From an optimization exercise on the open Yosys and OpenROAD flow, aimed at small area, a short achievable clock period and few clock cycles; shortcuts taken in it are not production practice. Where RTL was checked, it was by simulation tests only, not by an equivalence proof against the original. Power is estimated from default activity; no workload was simulated.

// sdio_spi_engine
module sdio_spi_engine (
    input  wire        clk,
    input  wire        rst,             
    input  wire        op_valid,
    output wire        op_ready,
    input  wire [7:0]  op_sel,          
    input  wire [7:0]  op_index,
    input  wire [31:0] op_arg,
    input  wire [16:0] op_count,
    input  wire [9:0]  op_block_size,
    input  wire        op_mode,
    input  wire [1:0]  op_fn,
    input  wire [2:0]  op_width,
    output wire        res_valid,
    output wire [3:0]  res_code,
    output wire [7:0]  res_status,
    output wire [7:0]  res_stuff,
    output wire        ev_valid,
    output wire [2:0]  ev_kind,
    output reg  [7:0]  ev_tx,
    input  wire        ev_ready,
    input  wire [7:0]  ev_rx,
    input  wire        wd_valid,
    output wire        wd_ready,
    input  wire [7:0]  wd_data,
    output reg         rd_valid,
    output wire [7:0]  rd_data
);
    function [6:0] crc7_byte(input [6:0] acc, input [7:0] b);
  ...
Settings: LEC_CHECK=0, CAP_MARGIN=20, CORE_MARGIN=2, CORE_UTILIZATION=40, SETUP_SLACK_MARGIN=2.3, SLEW_MARGIN=20; clock period 5.0 ns.
standard.sh (not shown) runs the stock make flow with config.mk's settings and CLKGATE_MAP_FILE= SYNTH_SCRIPT=/design/flow/synth_recipe.tcl, a recipe that flattens the netlist after the stock synthesis.
==> flow/flow/run.sh <==
#!/bin/bash
# Layout flow: the standard ORFS flow, with the port buffers that
# buffer_ports inserts made from plain sky130_fd_sc_hd__buf_1 cells
# instead of the delay-buffer cell it picks by default. The make output
# of every step goes to standard.log; ORFS keeps each tool's own log
# under orfs/logs/.
set -euo pipefail
export BUFFER_PORTS_ARGS="-buffer_cell sky130_fd_sc_hd__buf_1"
bash standard.sh finish > standard.log 2>&1
The starting point completed with no timing, DRC or antenna violations.
Then changed:
--- a/flow/design.v
+++ b/flow/design.v
@@ -108,21 +108,21 @@
     function [9:0] inc10(input [9:0] a);
         integer i;
         begin
             inc10[0] = ~a[0];
             for (i = 1; i < 10; i = i + 1)
                 inc10[i] = a[i] ^ ((a | ~((10'd1 << i) - 10'd1)) == 10'h3FF);
         end
     endfunction
     wire [16:0] rem_dec = dec17(rem);
     wire [9:0]  cnt_inc = inc10(cnt);
-    wire blk_last = (cnt_inc == u[26:17]);     
+    wire blk_last = (cnt == u[26:17]);         
     wire is63 = idx[1];
     wire is53 = idx[0] & ~idx[1];
     reg fault;
     assign ev_valid = ~(state[2] & state[1]) & ~fault;
     assign ev_kind  = state[2:0];
     assign op_ready = (state == S_IDLE);
     assign res_valid = (state == S_DONE);
     assign res_code  = {fault, res};
     assign res_status = u[15:8];
     assign res_stuff  = ev_tx;     
@@ -268,21 +268,21 @@
                     state <= S_CS1;
                 end else begin
                     state <= S_DONE;
                 end
             end
             S_GTOK: begin
                 crc <= 16'hFE00;
                 if (ev_ready) begin
                     cnt <= cnt_inc;
                     if (ev_rx == 8'hFE) begin
-                        cnt   <= 10'd0;
+                        cnt   <= 10'd1;
                         state <= S_GPAY;
                     end else if (c_last199) begin
                         res   <= R_TIMEOUT;
                         state <= S_CS0;
                     end
                 end
             end
             S_GPAY: if (ev_ready) begin
                 crc     <= crc16_nx;
                 u[16:0] <= rem_dec;
@@ -303,21 +303,21 @@
                         state <= S_CS0;
                     end else if (rem0) begin
                         state <= S_CS0;
                     end else begin
                         cnt   <= 10'd0;
                         state <= S_GTOK;
                     end
                 end
             end
             S_PTOK: if (ev_ready) begin
-                cnt <= 10'd0;
+                cnt <= 10'd1;
                 state <= wd_valid ? S_PDAT : S_PWAIT;
             end
             S_PWAIT: if (wd_valid) state <= S_PDAT;
             S_PDAT: if (ev_ready) begin
                 cnt <= cnt_inc;
                 crc <= crc16_nx;
                 if (blk_last) begin
                     cnt   <= 10'd0;
                     state <= S_PCRC;
                 end else if (!wd_valid) begin
Effect: Global-route usage went down by 2.0 points. Cell count drops by 2.0%. Maximum frequency increases by about 34%. Utilization decreases by 1.3 points. Register-to-register slack improves by 760 ps. Non-clock buffer count is lower by 11. Design area went down by 3.0%.
No run of this note included a check of the RTL's function; only the layout flow was run.

========
## pine
sdio_spi_engine, a different RTL version from the one above (not shown whole).
Size in the first run: ~86 flip-flops, about 150 I/O pins.
// sdio_spi_engine
module sdio_spi_engine (
    input  wire        clk,
    input  wire        rst,             
    input  wire        op_valid,
    output wire        op_ready,
    input  wire [7:0]  op_sel,          
    input  wire [7:0]  op_index,
    input  wire [31:0] op_arg,
    input  wire [16:0] op_count,
    input  wire [9:0]  op_block_size,
    input  wire        op_mode,
    input  wire [1:0]  op_fn,
    input  wire [2:0]  op_width,
    output wire        res_valid,
    output wire [3:0]  res_code,
    output wire [7:0]  res_status,
    output wire [7:0]  res_stuff,
    output wire        ev_valid,
    output wire [2:0]  ev_kind,
    output reg  [7:0]  ev_tx,
    input  wire        ev_ready,
    input  wire [7:0]  ev_rx,
    input  wire        wd_valid,
    output wire        wd_ready,
    input  wire [7:0]  wd_data,
    output reg         rd_valid,
    output wire [7:0]  rd_data
);
    function [6:0] crc7_byte(input [6:0] acc, input [7:0] b);
        integer k;
        reg [6:0] r;
        reg fb;
        begin
            r = acc;
            for (k = 7; k >= 0; k = k - 1) begin
                fb = b[k] ^ r[6];
                r  = {r[5:0], 1'b0};
                if (fb) r = r ^ 7'h09;
            end
  ...
Settings: LEC_CHECK=0, CAP_MARGIN=20, CORE_MARGIN=2, CORE_UTILIZATION=40, SETUP_SLACK_MARGIN=2.3, SLEW_MARGIN=20; clock period 5.0 ns.
Scripts as last shown in full above: flow/flow/run.sh
Testbench counts of pine, summed over its fixed seeds: cycles 293,774.
> inputs changed (pine -> birch)
diff --git a/flow/design.v b/flow/design.v
--- a/flow/design.v
+++ b/flow/design.v
@@ -181,14 +181,20 @@
                 S_PCRC:  ev_tx <= crc[7:0];
                 S_CRIT0: ev_tx <= 8'hFD;
                 default: ;
             endcase
         end
     end
     always @(posedge clk) begin
+        if (state == S_RDY || state == S_GTOK)
+            crc <= {6'b111111, ~((optype == T_PUT) & u[27]), 9'd0};
+        else if (ev_valid && ev_ready)
+            crc <= optype[1] ? crc16_nx : {crc[15:7], crc7_nx};
+    end
+    always @(posedge clk) begin
         rd_valid <= ~rst & (state == S_GPAY) & ev_ready;
         if (rst) begin
             state <= S_IDLE;
         end else begin
             case (state)
             S_IDLE: begin
                 if (op_valid) begin
@@ -227,29 +233,28 @@
                     cnt   <= 10'd0;
                     state <= S_CTX;
                 end else begin
                     state <= S_RDY;
                 end
             end
             S_RDY: begin
-                crc <= 16'h0000;                if (ev_ready) begin
+                if (ev_ready) begin
                     if (rx_ff) begin
                         cnt   <= 10'd0;
                         state <= (optype == T_PUT) ? S_PTOK : S_CTX;
                     end else if (c_last199) begin
                         res   <= R_NOT_READY;
                         cnt   <= 10'd0;
                         state <= (optype == T_PUT) ? S_FIN : S_CS0;
                     end else begin
                         cnt <= cnt_inc;
                     end
                 end
             end
             S_CTX: if (ev_ready) begin
-                crc[6:0] <= crc7_nx;
                 cnt      <= cnt_inc;
                 if (c_last5) begin
                     cnt   <= 10'd0;
                     state <= S_RESP;
                 end
             end
             S_RESP: if (ev_ready) begin
@@ -268,39 +273,36 @@
                     step  <= step + 2'd1;
                     state <= S_CS1;
                 end else begin
                     state <= S_DONE;
                 end
             end
             S_GTOK: begin
-                crc <= 16'hFE00;
                 if (ev_ready) begin
                     cnt <= cnt_inc;
                     if (ev_rx == 8'hFE) begin
                         cnt   <= ~u[26:17];
                         state <= S_GPAY;
                     end else if (c_last199) begin
                         res   <= R_TIMEOUT;
                         state <= S_CS0;
                     end
                 end
             end
             S_GPAY: if (ev_ready) begin
-                crc     <= crc16_nx;
                 u[16:0] <= rem_dec;
                 rem1    <= (rem == 17'd2);
                 rem0    <= rem1;
                 cnt     <= cnt_inc;
                 if (blk_last || rem1) begin
                     cnt   <= 10'd0;
                     state <= S_GCRC;
                 end
             end
             S_GCRC: if (ev_ready) begin
-                crc   <= crc16_nx;
                 cnt   <= cnt_inc;
                 if (c_last1) begin
                     if ({ev_tx, ev_rx} != crc) begin
                         res   <= R_INV_CRC;
                         state <= S_CS0;
                     end else if (rem0) begin
                         state <= S_CS0;
@@ -313,19 +315,17 @@
             S_PTOK: if (ev_ready) begin
                 cnt <= ~u[26:17];
                 state <= !wd_valid ? S_PWAIT : (u[26:17] == 10'd1) ? S_PLAST : S_PDAT;
             end
             S_PWAIT: if (wd_valid) state <= blk_last ? S_PLAST : S_PDAT;
             S_PDAT: if (ev_ready) begin
                 cnt <= cnt_inc;
-                crc <= crc16_nx;
                 state <= !wd_valid ? S_PWAIT : (cnt == 10'h3FD) ? S_PLAST : S_PDAT;
             end
             S_PLAST: if (ev_ready) begin
-                crc   <= crc16_nx;
                 cnt   <= 10'd0;
                 state <= S_PCRC;
             end
             S_PCRC: if (ev_ready) begin
                 cnt   <= cnt_inc;
                 if (c_last1) state <= S_CRIT1;
             end
Results
Status | birch and pine | clean
reg2out as the critical path start-end classification was reported by pine, and in2out by birch.
Density: birch denser than pine
Sort birch and pine by slew at the pin closest to its max-slew limit asc -> top: pine
The higher highest clock frequency the design can meet of birch and pine is in pine.
Netlist area before placement | birch above pine
In birch the global-route usage turned out 0.88 points higher than in pine.
On setup slack, birch does worse than pine.
birch -> pine: adder and majority gate portion of the synthesized area flat
Number of nets produced by synthesis is higher on birch
No functional check of the RTL was part of birch.

========
Another version of the RTL of sdio_spi_engine (not shown whole).
Size: roughly 7400 um^2 of cells after synthesis.
Settings: LEC_CHECK=0, CAP_MARGIN=20, CORE_MARGIN=2, CORE_UTILIZATION=40, SETUP_SLACK_MARGIN=2.3, SLEW_MARGIN=20; clock period 5.0 ns.
Scripts as last shown in full above: flow/flow/run.sh
The starting point produced a clean layout.
Edit:
--- a/flow/design.v
+++ b/flow/design.v
@@ -54,29 +54,28 @@
     endfunction
     localparam [5:0] S_CS1   = {3'd0, 3'd0},    
                      S_CS0   = {3'd0, 3'd1},    
                      S_CTX   = {3'd0, 3'd2},    
                      S_PTOK  = {3'd1, 3'd2},    
                      S_PDAT  = {3'd2, 3'd2},    
                      S_PCRC  = {3'd3, 3'd2},    
                      S_PSTOP = {3'd4, 3'd2},    
-                     S_PLAST = {3'd5, 3'd2},    
                      S_RDY   = {3'd0, 3'd3},    
                      S_RESP  = {3'd1, 3'd3},    
                      S_STUFF = {3'd2, 3'd3},    
                      S_GTOK  = {3'd3, 3'd3},    
                      S_GPAY  = {3'd4, 3'd3},    
                      S_GCRC  = {3'd5, 3'd3},    
                      S_DRT   = {3'd6, 3'd3},    
                      S_FIN   = {3'd7, 3'd3},    
                      S_CRIT1 = {3'd0, 3'd4},
                      S_CRIT0 = {3'd0, 3'd5},
                      S_IDLE  = {3'd0, 3'd6},
-                     S_PWAIT = {3'd4, 3'd7},    
+                     S_PWAIT = {3'd1, 3'd6},    
                      S_DONE  = {3'd0, 3'd7};    
     localparam [2:0] R_SUCCESS       = 3'd0,
                      R_UNSPECIFIED   = 3'd1,
                      R_NOT_READY     = 3'd2,
                      R_INV_RESP      = 3'd3,
                      R_INV_RESP_DATA = 3'd4,
                      R_INV_CRC       = 3'd5,
                      R_TIMEOUT       = 3'd6;
@@ -117,24 +116,24 @@
     wire [16:0] rem_dec = dec17(rem);
     wire [9:0]  cnt_inc = inc10(cnt);
     wire blk_last = (cnt == 10'h3FE);
     wire is63 = idx[1];
     wire is53 = idx[0] & ~idx[1];
     reg fault;
     assign ev_valid = ~(state[2] & state[1]) & ~fault;
     assign ev_kind  = state[2:0];
-    assign op_ready = (state[2:0] == 3'd6);       
-    assign res_valid = (state[2:0] == 3'd7) & ~state[5];    
+    assign op_ready = (state == S_IDLE);
+    assign res_valid = (state == S_DONE);
     assign res_code  = {fault, res};
     assign res_status = u[15:8];
     assign res_stuff  = ev_tx;     
     assign rd_data   = ev_tx;      
     assign wd_ready  = (state == S_PWAIT) |
-                       (((state == S_PTOK) | (state == S_PDAT)) & ev_ready);
+                       (((state == S_PTOK) | ((state == S_PDAT) & ~blk_last)) & ev_ready);
     wire [5:0] ix = op_index[5:0];
     wire idx_ok   = (op_index[7:6] == 2'b00) &&
                     ((ix == 6'd0) || (ix[5:1] == 5'b11010) || (ix == 6'd63));
     wire bs_ok    = op_block_size[9] == (op_block_size[8:0] == 9'd0);
     wire width_ok = (op_width == 3'd1) || (op_width == 3'd2) || (op_width == 3'd4);
     wire fn_ok    = op_fn[1] ^ op_fn[0];
     wire cnt_nz   = (op_count != 17'd0);
     wire cnt_le512 = (op_count[16:10] == 7'd0) && (!op_count[9] || op_count[8:0] == 9'd0);
@@ -172,17 +171,17 @@
                 S_CTX:
                     case (cnt[2:0])
                         3'd0:    ev_tx <= fb1;
                         3'd1:    ev_tx <= fb2;
                         3'd2:    ev_tx <= fb3;
                         3'd3:    ev_tx <= fb4;
                         default: ev_tx <= fb5;
                     endcase
-                S_PLAST: ev_tx <= crc16_nx[15:8];
+                S_PDAT:  ev_tx <= crc16_nx[15:8];
                 S_PCRC:  ev_tx <= crc[7:0];
                 S_CRIT0: ev_tx <= 8'hFD;
                 default: ;
             endcase
         end
     end
     always @(posedge clk) begin
         rd_valid <= ~rst & (state == S_GPAY) & ev_ready;
@@ -307,28 +306,28 @@
                     end else begin
                         cnt   <= 10'd0;
                         state <= S_GTOK;
                     end
                 end
             end
             S_PTOK: if (ev_ready) begin
                 cnt <= ~u[26:17];
-                state <= !wd_valid ? S_PWAIT : (u[26:17] == 10'd1) ? S_PLAST : S_PDAT;
+                state <= wd_valid ? S_PDAT : S_PWAIT;
             end
-            S_PWAIT: if (wd_valid) state <= blk_last ? S_PLAST : S_PDAT;
+            S_PWAIT: if (wd_valid) state <= S_PDAT;
             S_PDAT: if (ev_ready) begin
                 cnt <= cnt_inc;
                 crc <= crc16_nx;
-                state <= !wd_valid ? S_PWAIT : (cnt == 10'h3FD) ? S_PLAST : S_PDAT;
-            end
-            S_PLAST: if (ev_ready) begin
-                crc   <= crc16_nx;
-                cnt   <= 10'd0;
-                state <= S_PCRC;
+                if (blk_last) begin
+                    cnt   <= 10'd0;
+                    state <= S_PCRC;
+                end else if (!wd_valid) begin
+                    state <= S_PWAIT;
+                end
             end
             S_PCRC: if (ev_ready) begin
                 cnt   <= cnt_inc;
                 if (c_last1) state <= S_CRIT1;
             end
             S_CRIT1: if (ev_ready) begin
                 cnt   <= 10'd0;
                 state <= S_DRT;
Effect:
- routed wire length went up by 3.1%
- worst setup slack loses 0.24 ns
- final cell count is higher by 1.5%
- synthesized area goes up by 3.1%
- power goes up by 9.1%
- non-clock buffer count climbs by 13
- final area is higher by 4.7%
Function was not checked in any run of this note: the RTL went through the layout flow alone.

-- static timing again, ports no longer ideal --
The flow's constraints put no driver on any port. The routed layouts listed below were extracted and timed again, unchanged, in two steps. Step 1 sets driving cells, clkbuf_16 on the clock port and buf_2 on the other inputs (assumed; they add their load-dependent delay and slew). Step 2 times the ports against the registers' clock, not the clock port: input delays grow and output delays shrink by t, the midpoint of the rising clock arrivals with the driver on. Slacks: no drivers / after step 1 / after step 2; pairs: no drivers / after step 1.
run	t, ns	setup WS [ns]	latest minus earliest clock arrival (ns)	worst register clock-pin slew, ns	worst slew at a driven data input, ns
the first run of note 1	0.395	1.142 / 1.098 / 1.479	0.016 / 0.016	0.07 / 0.07	0.04
the second run of note 1	0.392	2.121 / 2.086 / 1.909	0.019 / 0.019	0.08 / 0.08	0.06
pine	0.405	2.299 / 2.245 / 1.952	0.014 / 0.014	0.08 / 0.08	0.07
birch	0.396	2.278 / 2.226 / 1.904	0.013 / 0.013	0.08 / 0.08	0.06
the first run of note 3	0.404	2.278 / 2.269 / 1.865	0.013 / 0.013	0.07 / 0.07	0.06
the second run of note 3	0.406	2.035 / 1.988 / 1.626	0.014 / 0.014	0.07 / 0.07	0.06
After both steps setup and hold are still met in every run listed. The setup slack of the first run of note 3, which loses most, moves by -0.009 ns with the drivers and by -0.413 ns with both steps.
